This is an optimization exercise on Yosys and OpenROAD, whose aim is small area, a short achievable clock period and few clock cycles per item, not a production implementation. At most, simulation tests tie the RTL to the original design; equivalence was not proved. Power figures rest on the tool's default switching activity, not on a simulated workload.

## oak
==> flow/design.v (excerpt) <==
module dwibus_codec (
    input  wire         clk,
    input  wire         rst,         
    input  wire         start,       
    input  wire         op,          
    input  wire [7:0]   self_addr,   
    input  wire [479:0] frame_in,
    output wire         ready,
    output reg          done,        
    output wire [7:0]   status,
    output wire [7:0]   crc,
    output wire [479:0] frame_out
);
clock: 5.0 ns
lec_check: 0
cap_margin: 20
core_area: 10 10 290 290
die_area: 0 0 300 300
place_density: 0.6
setup_slack_margin: 2.3
slew_margin: 20
synth_hierarchical: 1
synth_minimum_keep_size: 0
standard.sh (not shown) runs the stock make flow with config.mk's settings and CLKGATE_MAP_FILE= SYNTH_SCRIPT=/design/flow/synth_recipe.tcl, a recipe that flattens the netlist after the stock synthesis.
==> flow/flow/run.sh <==
#!/bin/bash
# Own layout flow: the standard flow, with each port buffered by the
# smallest buffer (buf_1) instead of the one buffer_ports picks by default.
set -euo pipefail
bash standard.sh "BUFFER_PORTS_ARGS=-buffer_cell sky130_fd_sc_hd__buf_1" finish > standard_flow.log 2>&1
[inputs] pine vs oak
- SETUP_SLACK_MARGIN changed from 2.3 to 2.9
Notes after the runs:
The final layout from pine, which completed every stage, passed the timing, design-rule and antenna checks at the end of the flow.
Re combinational group share of total power: oak was lower than pine.
[compare] base=oak new=pine: worst setup slack went up 0.13 ns; synthesis-to-finish area growth went up 35 points; post-route clock period utilization went down 2.6 points; detailed placer's ending HPWL held; proportion of cell area occupied by multi-input gates went up 2.8 points.
Density: pine denser than oak
No run of this note included a check of the RTL's function; only the layout flow was run.


dwibus_codec, a different RTL version from the one above (not shown whole).
Size: roughly 990 I/O pins, ~0.022 mm^2 of cells after synthesis.
clock: 5.0 ns
lec_check: 0
cap_margin: 20
core_area: 10 10 290 290
cts_buf_list: sky130_fd_sc_hd__clkbuf_4 sky130_fd_sc_hd__clkbuf_8
die_area: 0 0 300 300
place_density: 0.6
setup_slack_margin: 2.4
slew_margin: 20
synth_hierarchical: 1
synth_minimum_keep_size: 0
Scripts as last shown in full above: flow/flow/run.sh
The baseline went through all stages and came out clean.
Testbench counts at the start, summed over its fixed seeds: cycles 3,840, frames 1,920.
Change:
--- a/flow/config.mk
+++ b/flow/config.mk
@@ -13 +13 @@
-export SETUP_SLACK_MARGIN = 2.4
+export SETUP_SLACK_MARGIN = 2.0
What happened: Via count shrinks by 2.7%. Global-route usage is lower by 0.26 points. Final cell count fell by 2.9%. Combinational power decreases by about 10%.
Change:
--- a/flow/config.mk
+++ b/flow/config.mk
@@ -10 +9,0 @@
-export CTS_BUF_LIST = sky130_fd_sc_hd__clkbuf_4 sky130_fd_sc_hd__clkbuf_8
@@ -13 +12 @@
-export SETUP_SLACK_MARGIN = 2.0
+export SETUP_SLACK_MARGIN = 2.3
What happened:
- clock-buffer cell count goes down by 57
- final cell count goes up by 0.40%
- wire length goes up by 0.79%
- cell area goes up by 6.7%
- setup slack gains 0.36 ns


west:
Another version of the RTL of dwibus_codec (not shown whole).
Size in the first run: roughly 1400 cells after synthesis, about 490 flip-flops, about 990 I/O pins, ~22000 um2 of cells after synthesis.
Design dwibus_codec, start of the top module:
module dwibus_codec (
    input  wire         clk,
    input  wire         rst,         
    input  wire         start,       
    input  wire         op,          
    input  wire [7:0]   self_addr,   
    input  wire [479:0] frame_in,
    output wire         ready,
    output reg          done,        
    output wire [7:0]   status,
    output wire [7:0]   crc,
    output wire [479:0] frame_out
);
export LEC_CHECK = 0
export CAP_MARGIN = 20
export CORE_AREA = 10 10 290 290
export CTS_BUF_LIST = sky130_fd_sc_hd__clkbuf_4 sky130_fd_sc_hd__clkbuf_8
export DIE_AREA = 0 0 300 300
export PLACE_DENSITY = 0.6
export SETUP_SLACK_MARGIN = 2.4
export SLEW_MARGIN = 20
export SYNTH_HIERARCHICAL = 1
export SYNTH_MINIMUM_KEEP_SIZE = 0
create_clock -name core_clock -period 5.0 [get_ports {clk}]
Scripts as last shown in full above: flow/flow/run.sh
The following lists how middle was set up differently from west:
# west
export LEC_CHECK = 0
export CAP_MARGIN = 20
export CORE_AREA = 10 10 290 290
export CTS_BUF_LIST = sky130_fd_sc_hd__clkbuf_4 sky130_fd_sc_hd__clkbuf_8
export DIE_AREA = 0 0 300 300
export PLACE_DENSITY = 0.6
export SETUP_SLACK_MARGIN = 2.4
export SLEW_MARGIN = 20
export SYNTH_HIERARCHICAL = 1
export SYNTH_MINIMUM_KEEP_SIZE = 0
create_clock -name core_clock -period 5.0 [get_ports {clk}]
# middle
export LEC_CHECK = 0
export CAP_MARGIN = 20
export CORE_AREA = 10 10 290 290
export CTS_BUF_LIST = sky130_fd_sc_hd__clkbuf_4 sky130_fd_sc_hd__clkbuf_8
export DIE_AREA = 0 0 300 300
export PLACE_DENSITY = 0.6
export SETUP_SLACK_MARGIN = 2.3
export SLEW_MARGIN = 20
export SYNTH_HIERARCHICAL = 1
export SYNTH_MINIMUM_KEEP_SIZE = 0
create_clock -name core_clock -period 5.0 [get_ports {clk}]
--- outcome ---
- Comparing ratio of final minimum period to clock period for west and middle, the smaller number came from middle.
- For register area, middle and west come out practically identical.
- Cmp west and middle / sequential share of power / lower: west
- Setup WNS west -> middle: better
- Design area in middle is about 2% below west.
- middle vs west, worst relative slew slack went down by 5.8 points.
No functional check of the RTL was part of any run of this note.


yarrow:
Another version of the RTL of dwibus_codec (not shown whole).
For scale: roughly 1,300 cells after synthesis, roughly 480 flip-flops, roughly 0.021 mm² of cells after synthesis.
==> flow/design.v (excerpt) <==
module dwibus_codec (
    input  wire         clk,
    input  wire         rst,         
    input  wire         start,       
    input  wire         op,          
    input  wire [7:0]   self_addr,   
    input  wire [479:0] frame_in,
    output wire         ready,
    output reg          done,        
    output wire [7:0]   status,
    output wire [7:0]   crc,
    output wire [479:0] frame_out
);
Settings: LEC_CHECK=0, CAP_MARGIN=20, CORE_AREA=10 10 290 290, CTS_BUF_LIST=sky130_fd_sc_hd__clkbuf_4 sky130_fd_sc_hd__clkbuf_8, DIE_AREA=0 0 300 300, PLACE_DENSITY=0.6, SETUP_SLACK_MARGIN=1.9, SLEW_MARGIN=20, SYNTH_HIERARCHICAL=1, SYNTH_MINIMUM_KEEP_SIZE=0; clock period 5.0 ns.
Scripts as last shown in full above: flow/flow/run.sh
Testbench counts of yarrow, summed over its fixed seeds: cycles 3,840, frames 1,920.
diff inputs: yarrow => zinc
# yarrow
export LEC_CHECK = 0
export CAP_MARGIN = 20
export CORE_AREA = 10 10 290 290
export CTS_BUF_LIST = sky130_fd_sc_hd__clkbuf_4 sky130_fd_sc_hd__clkbuf_8
export DIE_AREA = 0 0 300 300
export PLACE_DENSITY = 0.6
export SETUP_SLACK_MARGIN = 1.9
export SLEW_MARGIN = 20
export SYNTH_HIERARCHICAL = 1
export SYNTH_MINIMUM_KEEP_SIZE = 0
create_clock -name core_clock -period 5.0 [get_ports {clk}]
# zinc
export LEC_CHECK = 0
export CAP_MARGIN = 20
export CORE_AREA = 10 10 290 290
export CTS_BUF_LIST = sky130_fd_sc_hd__clkbuf_4 sky130_fd_sc_hd__clkbuf_8
export DIE_AREA = 0 0 300 300
export PLACE_DENSITY = 0.6
export SETUP_SLACK_MARGIN = 2.1
export SLEW_MARGIN = 20
export SYNTH_HIERARCHICAL = 1
export SYNTH_MINIMUM_KEEP_SIZE = 0
export TNS_END_PERCENT = 20
create_clock -name core_clock -period 5.0 [get_ports {clk}]
[summary]
Diff yarrow -> zinc: power share of the combinational group went up by 0.5 points; register share of total power went down by 0.6 points; filler cell count in the final layout went down by about 0.4%. Post-synthesis to final-layout area growth | zinc above yarrow. Going from yarrow to zinc, worst setup slack increased by 120 ps relative to the old numbers; post-synthesis cell count comparable; fmax saw an increase. Delta (zinc minus yarrow): sum of negative setup slack held steady, routed wire length grew by 480 µm. zinc vs. yarrow: detail-routed via count per cell decreased by 0.52% relative to the old numbers, utilization after layout increased by 0.53 points relative to the old numbers.
> inputs changed (zinc -> juniper)
# zinc
export LEC_CHECK = 0
export CAP_MARGIN = 20
export CORE_AREA = 10 10 290 290
export CTS_BUF_LIST = sky130_fd_sc_hd__clkbuf_4 sky130_fd_sc_hd__clkbuf_8
export DIE_AREA = 0 0 300 300
export PLACE_DENSITY = 0.6
export SETUP_SLACK_MARGIN = 2.1
export SLEW_MARGIN = 20
export SYNTH_HIERARCHICAL = 1
export SYNTH_MINIMUM_KEEP_SIZE = 0
export TNS_END_PERCENT = 20
create_clock -name core_clock -period 5.0 [get_ports {clk}]
# juniper
export LEC_CHECK = 0
export CAP_MARGIN = 20
export CORE_AREA = 10 10 290 290
export CTS_BUF_LIST = sky130_fd_sc_hd__clkbuf_4 sky130_fd_sc_hd__clkbuf_8
export DIE_AREA = 0 0 300 300
export PLACE_DENSITY = 0.6
export SETUP_SLACK_MARGIN = 2.3
export SLEW_MARGIN = 20
export SYNTH_HIERARCHICAL = 1
export SYNTH_MINIMUM_KEEP_SIZE = 0
create_clock -name core_clock -period 5.0 [get_ports {clk}]
==> comparison <==
- Comparing zinc and juniper, share of total power in sequential cells is higher on zinc.
- Run comparison: zinc capture point of the worst path syn_q[3]; juniper capture point of the worst path status[4]
- Compared with zinc, juniper shows final cell count higher by 85.
- Routed wirelength normalized by instance count sits lower in juniper than in zinc.
- Going from zinc to juniper, the number of vias per cell was found to have gone up by about 0.6%.


Setup of red:
dwibus_codec with an RTL version that a note above also has.
Size in the first run: roughly 1,400 cells after synthesis, about 480 flip-flops, roughly 990 I/O pins, about 22,000 sq um of cells after synthesis.
export LEC_CHECK = 0
export CAP_MARGIN = 20
export CORE_AREA = 10 10 290 290
export DIE_AREA = 0 0 300 300
export GPL_TIMING_DRIVEN = 1
export PLACE_DENSITY = 0.75
export SETUP_SLACK_MARGIN = 2.3
export SLEW_MARGIN = 20
export SYNTH_HIERARCHICAL = 1
export SYNTH_MINIMUM_KEEP_SIZE = 0
create_clock -name core_clock -period 5.0 [get_ports {clk}]
Scripts as last shown in full above: flow/flow/run.sh
Testbench counts of red, summed over its fixed seeds: cycles 3,840, frames 1,920.
What blue does differently from red at the input level:
Settings: CORE_AREA changed from 10 10 290 290 to 8 8 242 242; DIE_AREA changed from 0 0 300 300 to 0 0 250 250; PLACE_DENSITY changed from 0.75 to 0.7.
Results
Stage in which a tool error killed blue: I/O pin placement (3_2_place_iop). red → blue: cell count after synthesis held; floorplan row count fell about 17%; horizontal die dimension decreased by 17% relative to the old numbers; y dimension of the die moved down; area after synthesis held. Diff red -> blue: sequential fraction of the synthesis area has remained practically unchanged; mean instance size in the synthesized netlist now sits at about the same level; effective utilization at floorplan picked up an extra 12 points.
[inputs] green vs blue
Settings: removing GPL_TIMING_DRIVEN (formerly 1); changing PLACE_DENSITY from 0.7 to 0.6; changing SETUP_SLACK_MARGIN from 2.3 to 2.6; changing DIE_AREA from 0 0 250 250 to 0 0 300 300; changing CORE_AREA from 8 8 242 242 to 10 10 290 290.
### Flow results
Horizontal die dimension on green is up relative to blue.
What blue reported for placement row count has to be multiplied by 1.20 to get the figure for green.
Reported for blue and green, compound-gate portion of the synthesized area turned out identical to the last digit.
green completed every stage of the flow, and the final layout passed the timing, design-rule and antenna checks.


dwibus_codec, a different RTL version from the one above (not shown whole).
For scale: ~1400 cells after synthesis, ~490 flip-flops.
## dwibus_codec
module dwibus_codec (
    input  wire         clk,
    input  wire         rst,         
    input  wire         start,       
    input  wire         op,          
    input  wire [7:0]   self_addr,   
    input  wire [479:0] frame_in,
    output wire         ready,
    output reg          done,        
    output wire [7:0]   status,
    output wire [7:0]   crc,
    output wire [479:0] frame_out
);
    wire [479:0] fi = frame_in;
    reg         busy;
    reg [439:0] img;       
    reg [7:0]   pc_q;      
    reg [7:0]   ps_q;      
    reg [7:0]   pc2_q;     
    reg [7:0]   ps2_q;     
    reg         chk_q;     
    reg [3:0]   pre_q;     
    reg [7:0]   crc_q;
    reg [7:0]   syn_q;     
    wire [15:0] part_in;   
    wire [15:0] part2_in;  
    wire [15:0] crc_syn;   
    assign ready = ~busy;
    wire m0;
    dw_xor2 u_m0 (.a(fi[7]), .b(fi[12]), .y(m0));
    wire m1;
    dw_xor2 u_m1 (.a(fi[14]), .b(fi[15]), .y(m1));
    wire m2;
    dw_xor2 u_m2 (.a(m0), .b(fi[9]), .y(m2));
    wire m3;
    dw_xor2 u_m3 (.a(fi[6]), .b(fi[11]), .y(m3));
    wire m4;
    dw_xor2 u_m4 (.a(fi[5]), .b(fi[10]), .y(m4));
    wire m5;
    dw_xor2 u_m5 (.a(m4), .b(fi[13]), .y(m5));
    wire m6;
    dw_xor2 u_m6 (.a(fi[0]), .b(fi[1]), .y(m6));
    wire m7;
    dw_xor2 u_m7 (.a(fi[2]), .b(fi[11]), .y(m7));
    wire m8;
    dw_xor2 u_m8 (.a(fi[3]), .b(fi[8]), .y(m8));
    wire m9;
    dw_xor2 u_m9 (.a(m3), .b(m1), .y(m9));
    wire m10;
    dw_xor2 u_m10 (.a(fi[12]), .b(m8), .y(m10));
    wire m11;
    dw_xor2 u_m11 (.a(m2), .b(fi[10]), .y(m11));
    wire m12;
    dw_xor2 u_m12 (.a(fi[13]), .b(fi[15]), .y(m12));
    wire m13;
    dw_xor2 u_m13 (.a(fi[2]), .b(m12), .y(m13));
    wire m14;
    dw_xor2 u_m14 (.a(m6), .b(m13), .y(m14));
    wire m15;
    dw_xor2 u_m15 (.a(m2), .b(m14), .y(m15));
    wire m16;
    dw_xor2 u_m16 (.a(fi[3]), .b(m1), .y(m16));
    wire m17;
    dw_xor2 u_m17 (.a(m16), .b(m11), .y(m17));
    wire m18;
    dw_xor2 u_m18 (.a(fi[1]), .b(fi[4]), .y(m18));
    wire m19;
    dw_xor2 u_m19 (.a(m18), .b(m7), .y(m19));
    wire m20;
    dw_xor2 u_m20 (.a(m19), .b(m11), .y(m20));
    wire m21;
    dw_xor2 u_m21 (.a(m7), .b(m10), .y(m21));
    wire m22;
    dw_xor2 u_m22 (.a(m5), .b(m21), .y(m22));
    wire m23;
  ...
Settings: LEC_CHECK=0, CAP_MARGIN=20, CORE_AREA=10 10 290 290, CTS_BUF_LIST=sky130_fd_sc_hd__clkbuf_4 sky130_fd_sc_hd__clkbuf_8, DIE_AREA=0 0 300 300, PLACE_DENSITY=0.6, SETUP_SLACK_MARGIN=2.4, SLEW_MARGIN=20, SYNTH_HIERARCHICAL=1, SYNTH_MINIMUM_KEEP_SIZE=0; clock period 5.0 ns.
Scripts as last shown in full above: flow/flow/run.sh
The starting point produced a clean layout.
Testbench counts at the start, summed over its fixed seeds: cycles 3,840, frames 1,920.
Change:
Settings changed: SETUP_SLACK_MARGIN 2.4 to 2.7.
- clock-buffer cell count falls by 6
- worst hold slack is better by 0.060 ns
- wire length rises by about 6%
- utilization rises by 5.7 points
- cell count rises by 5.3%
- global-route usage rises by 1.0 points
- critical path depth rises by 1
- clock skew rises by 0.0096 ns


== v9 ==
Starting RTL as in the previous note.
==> flow/config.mk <==
export PLATFORM = sky130hd
export DESIGN_NAME = dwibus_codec
export DESIGN_NICKNAME = dwibus_codec
export VERILOG_FILES = /design/flow/design.v
export SDC_FILE = /design/flow/constraint.sdc
export NUM_CORES = 4
export LEC_CHECK = 0
export CAP_MARGIN = 20
export CORE_AREA = 10 10 290 290
export CTS_BUF_LIST = sky130_fd_sc_hd__clkbuf_4 sky130_fd_sc_hd__clkbuf_8
export DIE_AREA = 0 0 300 300
export PLACE_DENSITY = 0.6
export SETUP_SLACK_MARGIN = 2.2
export SLEW_MARGIN = 20
export SYNTH_HIERARCHICAL = 1
export SYNTH_MINIMUM_KEEP_SIZE = 0
==> flow/constraint.sdc <==
create_clock -name core_clock -period 5.0 [get_ports {clk}]
set_input_delay 1.0000 -clock core_clock [delete_from_list [all_inputs] [get_ports {clk}]]
set_output_delay 1.0000 -clock core_clock [all_outputs]
set_load 0.01 [all_outputs]
Scripts as last shown in full above: flow/flow/run.sh
Testbench counts of v9, summed over its fixed seeds: cycles 3,840, frames 1,920.
The following lists how v12 was set up differently from v9:
# v9
export LEC_CHECK = 0
export CAP_MARGIN = 20
export CORE_AREA = 10 10 290 290
export CTS_BUF_LIST = sky130_fd_sc_hd__clkbuf_4 sky130_fd_sc_hd__clkbuf_8
export DIE_AREA = 0 0 300 300
export PLACE_DENSITY = 0.6
export SETUP_SLACK_MARGIN = 2.2
export SLEW_MARGIN = 20
export SYNTH_HIERARCHICAL = 1
export SYNTH_MINIMUM_KEEP_SIZE = 0
create_clock -name core_clock -period 5.0 [get_ports {clk}]
# v12
export LEC_CHECK = 0
export CAP_MARGIN = 20
export CORE_AREA = 10 10 290 290
export CTS_BUF_LIST = sky130_fd_sc_hd__clkbuf_4 sky130_fd_sc_hd__clkbuf_8
export DIE_AREA = 0 0 300 300
export GPL_ROUTABILITY_DRIVEN = 0
export PLACE_DENSITY = 0.6
export SETUP_SLACK_MARGIN = 2.3
export SLEW_MARGIN = 20
export SYNTH_HIERARCHICAL = 1
export SYNTH_MINIMUM_KEEP_SIZE = 0
create_clock -name core_clock -period 5.0 [get_ports {clk}]
==> run notes <==
- Diff v9 -> v12 | post-cts sizing count | up by more than half
- Looking at leakage dissipation across v12 and v9, the one that comes out lower is v9.
- Delta (v12 minus v9): normalized max-slew margin lower; non-clock buffer count higher.
- Relative to v9, multi-input gate share of the layout cell area has gone up in v12.
Changes in v33 relative to v12:
# v12
export LEC_CHECK = 0
export CAP_MARGIN = 20
export CORE_AREA = 10 10 290 290
export CTS_BUF_LIST = sky130_fd_sc_hd__clkbuf_4 sky130_fd_sc_hd__clkbuf_8
export DIE_AREA = 0 0 300 300
export GPL_ROUTABILITY_DRIVEN = 0
export PLACE_DENSITY = 0.6
export SETUP_SLACK_MARGIN = 2.3
export SLEW_MARGIN = 20
export SYNTH_HIERARCHICAL = 1
export SYNTH_MINIMUM_KEEP_SIZE = 0
create_clock -name core_clock -period 5.0 [get_ports {clk}]
# v33
export LEC_CHECK = 0
export CAP_MARGIN = 20
export CORE_AREA = 10 10 290 290
export CTS_BUF_LIST = sky130_fd_sc_hd__clkbuf_4 sky130_fd_sc_hd__clkbuf_8
export DIE_AREA = 0 0 300 300
export PLACE_DENSITY = 0.6
export SETUP_SLACK_MARGIN = 2.3
export SLEW_MARGIN = 20
export SYNTH_HIERARCHICAL = 1
export SYNTH_MINIMUM_KEEP_SIZE = 0
create_clock -name core_clock -period 5.0 [get_ports {clk}]
==> comparison <==
Compared with v12, in v33 worst-case setup margin in the final layout lower, global routing usage on met1 now sits higher, sequential cell count saw little to no change. Re fraction of power consumed by combinational cells: v12 was higher than v33. Against v12, v33 reports a worst hold slack that is higher. The final routed wirelength across all metal layers was comparable across v12 and v33. Cell count essentially unchanged between v33 and v12. Diff v12 -> v33 | total power | up slightly. ~same global-route wire length before repair in v12 and v33. When v33 is measured against v12, its share of the cycle needed by the critical path after routing turns out 0.50 points higher.

[port drivers added, routing unchanged]
Ports are ideal in the flow. The routed layouts listed here were re-timed in OpenROAD.
Step 1 (the two cells are an assumption about what drives the block):
set clk [get_ports {clk}]
set_driving_cell -lib_cell sky130_fd_sc_hd__clkbuf_16 $clk
set_driving_cell -lib_cell sky130_fd_sc_hd__buf_2 [delete_from_list [all_inputs] $clk]
Step 2 adds t to the input delays and takes it off the output delays; t is the mean of the earliest and latest rising clock arrival at the registers after step 1. Input paths then give back, and output paths get back, about the clock's delay inside the block.
a / b / c = no drivers / after step 1 / after step 2; a / b = the first two.
| run | t, ns | setup slack, ns | hold slack, ns | slew at the worst register clock pin (ns) |
|---|---|---|---|---|
| oak | 0.649 | 2.333 / 2.339 / 1.691 | 0.434 / 0.434 / 0.434 | 0.07 / 0.07 |
| pine | 0.645 | 2.463 / 2.415 / 1.839 | 0.451 / 0.451 / 0.451 | 0.07 / 0.07 |
| the first run of note 2 | 0.751 | 2.324 / 2.258 / 1.799 | 0.453 / 0.421 / 0.473 | 0.06 / 0.06 |
| the second run of note 2 | 0.728 | 1.988 / 1.988 / 1.501 | 0.438 / 0.438 / 0.438 | 0.07 / 0.07 |
| the third run of note 2 | 0.659 | 2.343 / 2.321 / 1.835 | 0.458 / 0.458 / 0.458 | 0.06 / 0.06 |
| west | 0.728 | 2.273 / 2.217 / 1.747 | 0.446 / 0.432 / 0.446 | 0.07 / 0.07 |
| middle | 0.713 | 2.346 / 2.290 / 1.694 | 0.457 / 0.456 / 0.457 | 0.07 / 0.07 |
| yarrow | 0.730 | 2.083 / 2.083 / 1.611 | 0.444 / 0.428 / 0.444 | 0.07 / 0.07 |
| zinc | 0.705 | 2.204 / 2.204 / 1.584 | 0.436 / 0.436 / 0.436 | 0.06 / 0.06 |
| juniper | 0.726 | 2.296 / 2.240 / 1.695 | 0.438 / 0.438 / 0.438 | 0.07 / 0.07 |
| red | 0.665 | 2.310 / 2.293 / 1.816 | 0.439 / 0.439 / 0.439 | 0.06 / 0.06 |
| green | 0.685 | 2.326 / 2.293 / 1.955 | 0.434 / 0.434 / 0.434 | 0.07 / 0.07 |
| the first run of note 6 | 0.720 | 2.252 / 2.195 / 1.760 | 0.434 / 0.434 / 0.434 | 0.07 / 0.07 |
| the second run of note 6 | 0.726 | 2.235 / 2.177 / 2.020 | 0.494 / 0.473 / 0.534 | 0.07 / 0.07 |
| v9 | 0.734 | 2.317 / 2.249 / 1.665 | 0.483 / 0.450 / 0.495 | 0.07 / 0.07 |
| v12 | 0.722 | 2.373 / 2.317 / 1.755 | 0.434 / 0.434 / 0.434 | 0.07 / 0.07 |
| v33 | 0.742 | 2.348 / 2.292 / 1.698 | 0.448 / 0.426 / 0.448 | 0.07 / 0.07 |
After both steps every run listed still meets setup and hold.
